Context: an optimization exercise on an open-source flow, tuned for small area, a short achievable clock period and few clock cycles per item. The choices shown serve that exercise and are no tape-out recipe. At most, simulation tests tie the RTL to the original design; equivalence was not proved.

== run A ==
Design gps_codec, start of the top module:
module gps_codec (
    input  wire        clk,
    input  wire        rst,
    input  wire        in_valid,
    output wire        in_ready,
    input  wire        fix,
    input  wire [7:0]  num_sat,
    input  wire [31:0] lat,
    input  wire [31:0] lon,
    input  wire [15:0] speed,
    input  wire [31:0] alt,
    input  wire [15:0] dist_home,
    input  wire [15:0] dir_home,
    output reg         out_valid,
    input  wire        out_ready,
    output wire [15:0] speed_kmh,
    output wire        lat_south,
    output wire [15:0] lat_degmin,
    output wire [15:0] lat_sec,
    output wire        lon_west,
    output wire [15:0] lon_degmin,
    output wire [15:0] lon_sec,
    output wire [15:0] dist_out,
    output wire [15:0] alt_out,
    output wire [7:0]  num_sat_out,
    output wire [7:0]  fix_char,
    output wire [7:0]  dir_out
);
  reg [4:0] lat_r;
  reg [14:0] lat_x;
  reg [9:0] lat_r6;
  reg [2:0] lat_mh;
  reg [0:0] lat_h;
  reg [4:0] lon_r;
  reg [14:0] lon_x;
  reg [9:0] lon_r6;
  reg [2:0] lon_mh;
  reg [0:0] lon_h;
  reg [9:0] spd_q;
  reg [15:0] alt_r;
  reg [15:0] dist_r;
  reg [7:0] sat_r;
  reg [7:0] dir_r;
  reg [0:0] fix_r;
  wire n1 = lat[31] & lat[0];
  wire n2 = lat[1] ^ n1;
  wire n3 = lat[0] | lat[1];
  wire n4 = lat[31] & n3;
  wire n5 = lat[2] ^ n4;
  wire n6 = n3 | lat[2];
  wire n7 = lat[31] & n6;
  wire n8 = lat[3] ^ n7;
  wire n9 = n6 | lat[3];
  wire n10 = lat[31] & n9;
  wire n11 = lat[4] ^ n10;
  wire n12 = n9 | lat[4];
  wire n13 = lat[31] & n12;
  wire n14 = lat[5] ^ n13;
  wire n15 = n12 | lat[5];
  wire n16 = lat[31] & n15;
  wire n17 = lat[6] ^ n16;
  wire n18 = n15 | lat[6];
  wire n19 = lat[31] & n18;
  wire n20 = lat[7] ^ n19;
  wire n21 = n18 | lat[7];
  wire n22 = lat[31] & n21;
  wire n23 = lat[8] ^ n22;
  wire n24 = n21 | lat[8];
  wire n25 = lat[31] & n24;
  wire n26 = lat[9] ^ n25;
  wire n27 = n24 | lat[9];
  wire n28 = lat[31] & n27;
  wire n29 = lat[10] ^ n28;
  wire n30 = n27 | lat[10];
  ...
Settings: LEC_CHECK=0, ABC_AREA=1, CAP_MARGIN=50, CORE_MARGIN=2, CORE_UTILIZATION=65, CTS_BUF_LIST=sky130_fd_sc_hd__clkbuf_4 sky130_fd_sc_hd__clkbuf_8, PLACE_DENSITY=0.75, SLEW_MARGIN=60; clock period 120.0 ns.
standard.sh (not shown) runs the stock make flow with config.mk's settings and CLKGATE_MAP_FILE= SYNTH_SCRIPT=/design/flow/synth_recipe.tcl, a recipe that flattens the netlist after the stock synthesis.
==> flow/flow/run.sh <==
#!/bin/bash
# The standard layout with these changes:
#  - synthesis skips ORFS's full/half-adder extraction and maps with
#    flow/abc_area.script instead of ORFS's abc script (everything else in
#    synth_recipe.tcl and ORFS's synth.tcl is unchanged: synth -nofsm -noshare,
#    flatten, the same renames);
#  - each port is buffered with the smallest buffer cell.
# Each tool's output goes to a log of its own here and under orfs/logs.
set -euo pipefail
HERE=$(pwd)
sed -e "s#^\( *\)log_cmd abc {\*}\$abc_args#\1set abc_args [lreplace \$abc_args 1 1 $HERE/flow/abc_area.script]\n\1log_cmd abc {*}\$abc_args#" \
    -e '/# Technology mapping of adders/,/# Technology mapping of latches/{/# Technology mapping of latches/!d}' \
    "$FLOW_HOME/scripts/synth.tcl" > "$HERE/synth_custom.tcl"
grep -q "abc_area.script" "$HERE/synth_custom.tcl"
! grep -q "extract_fa" "$HERE/synth_custom.tcl"
sed "s#source \$::env(SCRIPTS_DIR)/synth.tcl#source $HERE/synth_custom.tcl#" synth_recipe.tcl > "$HERE/synth_recipe_custom.tcl"
grep -q "synth_custom.tcl" "$HERE/synth_recipe_custom.tcl"
sed "s#SYNTH_SCRIPT=[^ ]*#SYNTH_SCRIPT=$HERE/synth_recipe_custom.tcl#" standard.sh > "$HERE/standard_custom.sh"
grep -q "synth_recipe_custom.tcl" "$HERE/standard_custom.sh"
bash "$HERE/standard_custom.sh" BUFFER_PORTS_ARGS="-buffer_cell sky130_fd_sc_hd__buf_1" finish > make_finish.log 2>&1
==> flow/flow/abc_area.script <==
strash; &get -n; &fraig -x; &put; scorr; dc2; strash; dch -f; amap; topo; stime -c; dnsize -c
Testbench counts of run A, summed over its fixed seeds: cycles 8,008, items 8,000.
#### Input delta (run B over run A)
# run A
export LEC_CHECK = 0
export ABC_AREA = 1
export CAP_MARGIN = 50
export CORE_MARGIN = 2
export CORE_UTILIZATION = 65
export CTS_BUF_LIST = sky130_fd_sc_hd__clkbuf_4 sky130_fd_sc_hd__clkbuf_8
export PLACE_DENSITY = 0.75
export SLEW_MARGIN = 60
create_clock -name core_clock -period 120.0 [get_ports {clk}]
# run B
export LEC_CHECK = 0
export ABC_AREA = 1
export CAP_MARGIN = 20
export CORE_MARGIN = 2
export CORE_UTILIZATION = 65
export CTS_BUF_LIST = sky130_fd_sc_hd__clkbuf_4 sky130_fd_sc_hd__clkbuf_8
export PLACE_DENSITY = 0.75
export SLEW_MARGIN = 20
create_clock -name core_clock -period 120.0 [get_ports {clk}]
diff --git a/flow/flow/run.sh b/flow/flow/run.sh
--- a/flow/flow/run.sh
+++ b/flow/flow/run.sh
@@ -6,3 +6,5 @@
 #    flatten, the same renames);
-#  - each port is buffered with the smallest buffer cell.
+#  - each port is buffered with the smallest buffer cell; after global
+#    placement, smallest buffers and inverters that drive more than eight
+#    loads are upsized (flow/post_gpl.tcl).
 # Each tool's output goes to a log of its own here and under orfs/logs.
@@ -19,2 +21,2 @@
 grep -q "synth_recipe_custom.tcl" "$HERE/standard_custom.sh"
-bash "$HERE/standard_custom.sh" BUFFER_PORTS_ARGS="-buffer_cell sky130_fd_sc_hd__buf_1" finish > make_finish.log 2>&1
+bash "$HERE/standard_custom.sh" BUFFER_PORTS_ARGS="-buffer_cell sky130_fd_sc_hd__buf_1" POST_GLOBAL_PLACE_TCL="$HERE/flow/post_gpl.tcl" finish > make_finish.log 2>&1
==> flow/flow/post_gpl.tcl (new file) <==
# After port buffering and global placement: a buffer or inverter of the
# smallest size that drives many loads (such as a sign bit) is upsized.
foreach inst [get_cells *] {
  set master [get_property $inst ref_name]
  if { ![regexp {^sky130_fd_sc_hd__(buf|inv|clkinv)_1$} $master -> kind] } { continue }
  set opin [get_pins -of_objects $inst -filter "direction == output"]
  set net [get_nets -of_objects $opin]
  set fo [llength [get_pins -of_objects $net -filter "direction == input"]]
  if { $fo > 8 } {
    set new [expr { $kind eq "buf" ? "sky130_fd_sc_hd__buf_4" : "sky130_fd_sc_hd__inv_4" }]
    puts "[get_full_name $inst] ($master): fanout $fo, $new"
    replace_cell $inst $new
  }
}

# The path from out_ready to in_ready has only a few cells between two
# ports; give each cell on it (port buffers included) the next drive strength.
proc upsize_one { inst } {
  set master [get_property $inst ref_name]
  if { [regexp {^(sky130_fd_sc_hd__[a-z0-9]+)_([0-9]+)$} $master -> base size] } {
    set new "${base}_[expr { $size * 2 }]"
    if { [llength [get_lib_cells -quiet */$new]] > 0 } {
      puts "[get_full_name $inst] ($master): $new"
      replace_cell $inst $new
    }
  }
}
set pin [get_pins -of_objects [get_nets -of_objects [get_ports in_ready]] -filter "direction == output"]
for { set i 0 } { $i < 4 && [llength $pin] == 1 } { incr i } {
  set inst [get_cells -of_objects $pin]
  upsize_one $inst
  set ins [get_pins -of_objects $inst -filter "direction == input"]
  set pin {}
  foreach p $ins {
    set drv [get_pins -quiet -of_objects [get_nets -of_objects $p] -filter "direction == output"]
    if { [llength $drv] == 1 } {
      set net [get_nets -of_objects $p]
      if { [llength [get_ports -quiet -of_objects $net]] == 0 } { set pin $drv }
    } else {
      # input port buffer's driver is the port itself: stop there
    }
  }
}
Looking at the logs for run B and run A, the single run that did not finish was run B. Run B terminated abnormally: global placement reported STA-0100. Comparing run A against run B, there is no change at all in post-synthesis cell count. From run B to run A, starting density of the core did not move at all. Run B -> run A: share of the synthesized area in compound gates (AO/OA/AOI/OAI) delta 0, exact match. Register bit count reported by yosys came out exactly the same in run B and run A. I/O pin count came out exactly the same in run B and run A.
diff inputs: run B => run C
# run B
export LEC_CHECK = 0
export ABC_AREA = 1
export CAP_MARGIN = 20
export CORE_MARGIN = 2
export CORE_UTILIZATION = 65
export CTS_BUF_LIST = sky130_fd_sc_hd__clkbuf_4 sky130_fd_sc_hd__clkbuf_8
export PLACE_DENSITY = 0.75
export SLEW_MARGIN = 20
create_clock -name core_clock -period 120.0 [get_ports {clk}]
# run C
export LEC_CHECK = 0
export ABC_AREA = 1
export CAP_MARGIN = 20
export CORE_MARGIN = 2
export CORE_UTILIZATION = 80
export CTS_BUF_LIST = sky130_fd_sc_hd__clkbuf_4 sky130_fd_sc_hd__clkbuf_8
export PLACE_DENSITY = 0.88
export SLEW_MARGIN = 20
create_clock -name core_clock -period 120.0 [get_ports {clk}]
diff --git a/flow/flow/run.sh b/flow/flow/run.sh
--- a/flow/flow/run.sh
+++ b/flow/flow/run.sh
@@ -6,5 +6,3 @@
 #    flatten, the same renames);
-#  - each port is buffered with the smallest buffer cell; after global
-#    placement, smallest buffers and inverters that drive more than eight
-#    loads are upsized (flow/post_gpl.tcl).
+#  - each port is buffered with the smallest buffer cell.
 # Each tool's output goes to a log of its own here and under orfs/logs.
@@ -21,2 +19,2 @@
 grep -q "synth_recipe_custom.tcl" "$HERE/standard_custom.sh"
-bash "$HERE/standard_custom.sh" BUFFER_PORTS_ARGS="-buffer_cell sky130_fd_sc_hd__buf_1" POST_GLOBAL_PLACE_TCL="$HERE/flow/post_gpl.tcl" finish > make_finish.log 2>&1
+bash "$HERE/standard_custom.sh" BUFFER_PORTS_ARGS="-buffer_cell sky130_fd_sc_hd__buf_1" finish > make_finish.log 2>&1
removed: flow/flow/post_gpl.tcl
Findings:
Run C has completed all stages; timing, DRC and antenna checks passed. Measured against each other, run C and run B differ in effective utilization at floorplan, the lower figure coming from run B. Taking run B as the reference, in run C cell row count down 9.8%, width of the chip down 17 um, number of standard cells after synthesis flat, xor-xnor portion of the synthesized cell area flat. Diff run C..run B | number of I/O port buffers | unchanged. Area after synthesis: run C vs run B identical. Re vertical die dimension: run C and run B aren't equal, and the higher value belongs to run B. Between run C and run B, the difference in per-instance average area after synthesis is negligible. Re post-synthesis compound-gate area fraction: no difference whatsoever between run B and run C.
The inputs of run D differ from those of run C as listed below.
# run C
export LEC_CHECK = 0
export ABC_AREA = 1
export CAP_MARGIN = 20
export CORE_MARGIN = 2
export CORE_UTILIZATION = 80
export CTS_BUF_LIST = sky130_fd_sc_hd__clkbuf_4 sky130_fd_sc_hd__clkbuf_8
export PLACE_DENSITY = 0.88
export SLEW_MARGIN = 20
create_clock -name core_clock -period 120.0 [get_ports {clk}]
# run D
export LEC_CHECK = 0
export ABC_AREA = 1
export CAP_MARGIN = 20
export CORE_MARGIN = 2
export CORE_UTILIZATION = 65
export CTS_BUF_LIST = sky130_fd_sc_hd__clkbuf_4 sky130_fd_sc_hd__clkbuf_8
export PLACE_DENSITY = 0.75
export SLEW_MARGIN = 20
create_clock -name core_clock -period 120.0 [get_ports {clk}]
diff --git a/flow/flow/run.sh b/flow/flow/run.sh
--- a/flow/flow/run.sh
+++ b/flow/flow/run.sh
@@ -6,3 +6,5 @@
 #    flatten, the same renames);
-#  - each port is buffered with the smallest buffer cell.
+#  - each port is buffered with the smallest buffer cell; after global
+#    placement, smallest buffers and inverters that drive more than eight
+#    loads are upsized (flow/post_gpl.tcl).
 # Each tool's output goes to a log of its own here and under orfs/logs.
@@ -19,2 +21,2 @@
 grep -q "synth_recipe_custom.tcl" "$HERE/standard_custom.sh"
-bash "$HERE/standard_custom.sh" BUFFER_PORTS_ARGS="-buffer_cell sky130_fd_sc_hd__buf_1" finish > make_finish.log 2>&1
+bash "$HERE/standard_custom.sh" BUFFER_PORTS_ARGS="-buffer_cell sky130_fd_sc_hd__buf_1" POST_GLOBAL_PLACE_TCL="$HERE/flow/post_gpl.tcl" finish > make_finish.log 2>&1
==> flow/flow/post_gpl.tcl (new file) <==
# After port buffering and global placement: a buffer or inverter of the
# smallest size that drives many loads (such as a sign bit) is upsized.
foreach inst [get_cells *] {
  set master [get_property $inst ref_name]
  if { ![regexp {^sky130_fd_sc_hd__(buf|inv|clkinv)_1$} $master -> kind] } { continue }
  set opin [get_pins -of_objects $inst -filter "direction == output"]
  set net [get_nets -of_objects $opin]
  set fo [llength [get_pins -of_objects $net -filter "direction == input"]]
  if { $fo > 8 } {
    set new [expr { $kind eq "buf" ? "sky130_fd_sc_hd__buf_4" : "sky130_fd_sc_hd__inv_4" }]
    puts "[get_full_name $inst] ($master): fanout $fo, $new"
    replace_cell $inst $new
  }
}
==> run summary <==
The final layouts of run D and run C pass the timing, design-rule and antenna checks. Run C ended up with lat_r6[6]$_DFFE_PP_ as its timing endpoint of the critical path; run D ended up with in_ready. Final cell utilization of the core was higher in run C than in run D. Final setup slack of the worst path, run D and run C: lower on run C. Between run D and run C, the summed area of non-filler cells in the final layout is lower for run C. Re clock buffer count from CTS: no difference whatsoever between run D and run C. Run C → run D: maximum cell stage delay along the critical path went down 0.67 ns; overall routed net length shrank by 3300 um; instance count on the critical path now smaller.

========
Another version of the RTL of gps_codec (not shown whole).
Size in the first run: about 2400 cells after synthesis, ~300 I/O pins.
==> flow/config.mk <==
export PLATFORM = sky130hd
export DESIGN_NAME = gps_codec
export DESIGN_NICKNAME = gps_codec
export VERILOG_FILES = /design/flow/design.v
export SDC_FILE = /design/flow/constraint.sdc
export NUM_CORES = 4
export LEC_CHECK = 0
export ABC_AREA = 1
export CAP_MARGIN = 20
export CORE_MARGIN = 2
export CORE_UTILIZATION = 65
export CTS_BUF_LIST = sky130_fd_sc_hd__clkbuf_4 sky130_fd_sc_hd__clkbuf_8
export PLACE_DENSITY = 0.75
export SLEW_MARGIN = 20
==> flow/constraint.sdc <==
create_clock -name core_clock -period 120.0 [get_ports {clk}]
set_input_delay 24.0000 -clock core_clock [delete_from_list [all_inputs] [get_ports {clk}]]
set_output_delay 24.0000 -clock core_clock [all_outputs]
set_load 0.01 [all_outputs]
==> flow/flow/run.sh <==
#!/bin/bash
# The standard layout with two changes:
#  - synthesis maps with flow/abc_area.script instead of ORFS's abc script
#    (everything else in synth_recipe.tcl and ORFS's synth.tcl is unchanged:
#    synth -nofsm -noshare, flatten, the same renames);
#  - each port is buffered with the smallest buffer cell.
# Each tool's output goes to a log of its own here and under orfs/logs.
set -euo pipefail
HERE=$(pwd)
# ORFS synth.tcl with the abc script replaced
sed "s#^\( *\)log_cmd abc {\*}\$abc_args#\1set abc_args [lreplace \$abc_args 1 1 $HERE/flow/abc_area.script]\n\1log_cmd abc {*}\$abc_args#" \
    "$FLOW_HOME/scripts/synth.tcl" > "$HERE/synth_custom.tcl"
grep -q "abc_area.script" "$HERE/synth_custom.tcl"
# The standard flow's synthesis script, sourcing the modified synth.tcl
sed "s#source \$::env(SCRIPTS_DIR)/synth.tcl#source $HERE/synth_custom.tcl#" synth_recipe.tcl > "$HERE/synth_recipe_custom.tcl"
grep -q "synth_custom.tcl" "$HERE/synth_recipe_custom.tcl"
sed "s#SYNTH_SCRIPT=[^ ]*#SYNTH_SCRIPT=$HERE/synth_recipe_custom.tcl#" standard.sh > "$HERE/standard_custom.sh"
grep -q "synth_recipe_custom.tcl" "$HERE/standard_custom.sh"
bash "$HERE/standard_custom.sh" BUFFER_PORTS_ARGS="-buffer_cell sky130_fd_sc_hd__buf_1" finish > make_finish.log 2>&1
==> flow/flow/abc_area.script <==
strash; &get -n; &fraig -x; &put; scorr; dc2; strash; &get -n; &dch -f; &nf -p -R 1000 -F 8 -A 4; &put; topo; stime -c; dnsize -c
The starting point produced a clean layout.
Next try:
==> flow/flow/run.sh (replaced) <==
#!/bin/bash
# Standard ORFS layout, with each port buffered by the smallest buffer cell
# and non-critical gates downsized during global routing.
set -euo pipefail
bash standard.sh BUFFER_PORTS_ARGS="-buffer_cell sky130_fd_sc_hd__buf_1" RECOVER_POWER=100 finish > make_finish.log 2>&1
removed: flow/flow/abc_area.script
With this change the flow produced a layout that fails on capacitance limit, slew limit.
Final cell count came out higher by about a fifth.
Sequential share of layout area came out lower by 1.4 points.
Utilization came out lower by 0.93 points.
Design area came out higher by a little under a tenth.
Synthesized cell count came out higher by a quarter to a third.
Die area came out higher by roughly a tenth.
Next try:
==> flow/run.sh (new file) <==
#!/bin/bash
# synth_recipe.tcl (not shown) runs the flow's synth.tcl, then flattens the netlist and writes it again
# the make line also repeats each setting of config.mk as NAME=value (left out here)
make -C /OpenROAD-flow-scripts/flow DESIGN_CONFIG=/design/flow/config.mk WORK_HOME=/design/flow/orfs CLKGATE_MAP_FILE= SYNTH_SCRIPT=/design/flow/synth_recipe.tcl finish
removed: flow/flow/run.sh
removed: flow/standard.sh
After rerunning:
- Now the flow produced a clean layout
- sequential share of layout area shrinks by 1.3 points
- count of clock-buffer cells in the layout shrinks by 1
- worst setup slack degrades by 890 ps
- hold slack improves by 110 ps
- non-clock buffer count shrinks by 1
- clock skew hardly moves
- cell area grows by 8.5%
No run of this note included a check of the RTL's function; only the layout flow was run.

-- afterwards: timing with drivers on the ports --
The flow's constraints put no driver on any port. The routed layouts listed below were extracted and timed again, unchanged, in two steps.
Step 1 sets driving cells, clkbuf_16 on the clock port and buf_2 on the other inputs (assumed; they add their load-dependent delay and slew).
Step 2 adds t to the input delays and takes it off the output delays; t is the mean of the earliest and latest rising clock arrival at the registers after step 1. Input paths then give back, and output paths get back, about the clock's delay inside the block.
a / b / c = ideal ports / drivers / drivers and shift; a / b = the first two.
run	t, ns	setup slack, ns	worst data-port slew with drivers (ns)
run A	0.524	71.379 / 71.359 / 71.359	0.07
run C	0.507	70.664 / 70.677 / 70.170	0.07
run D	0.518	71.430 / 71.410 / 71.410	0.07
the first run of note 2	0.497	71.628 / 71.581 / 71.613	0.09
the second run of note 2	0.508	71.672 / 71.625 / 71.625	0.12
the third run of note 2	0.502	70.786 / 70.763 / 70.763	0.11
For run C, which loses most, drivers alone change the setup slack by +0.013 ns; drivers and shift together by -0.494 ns.
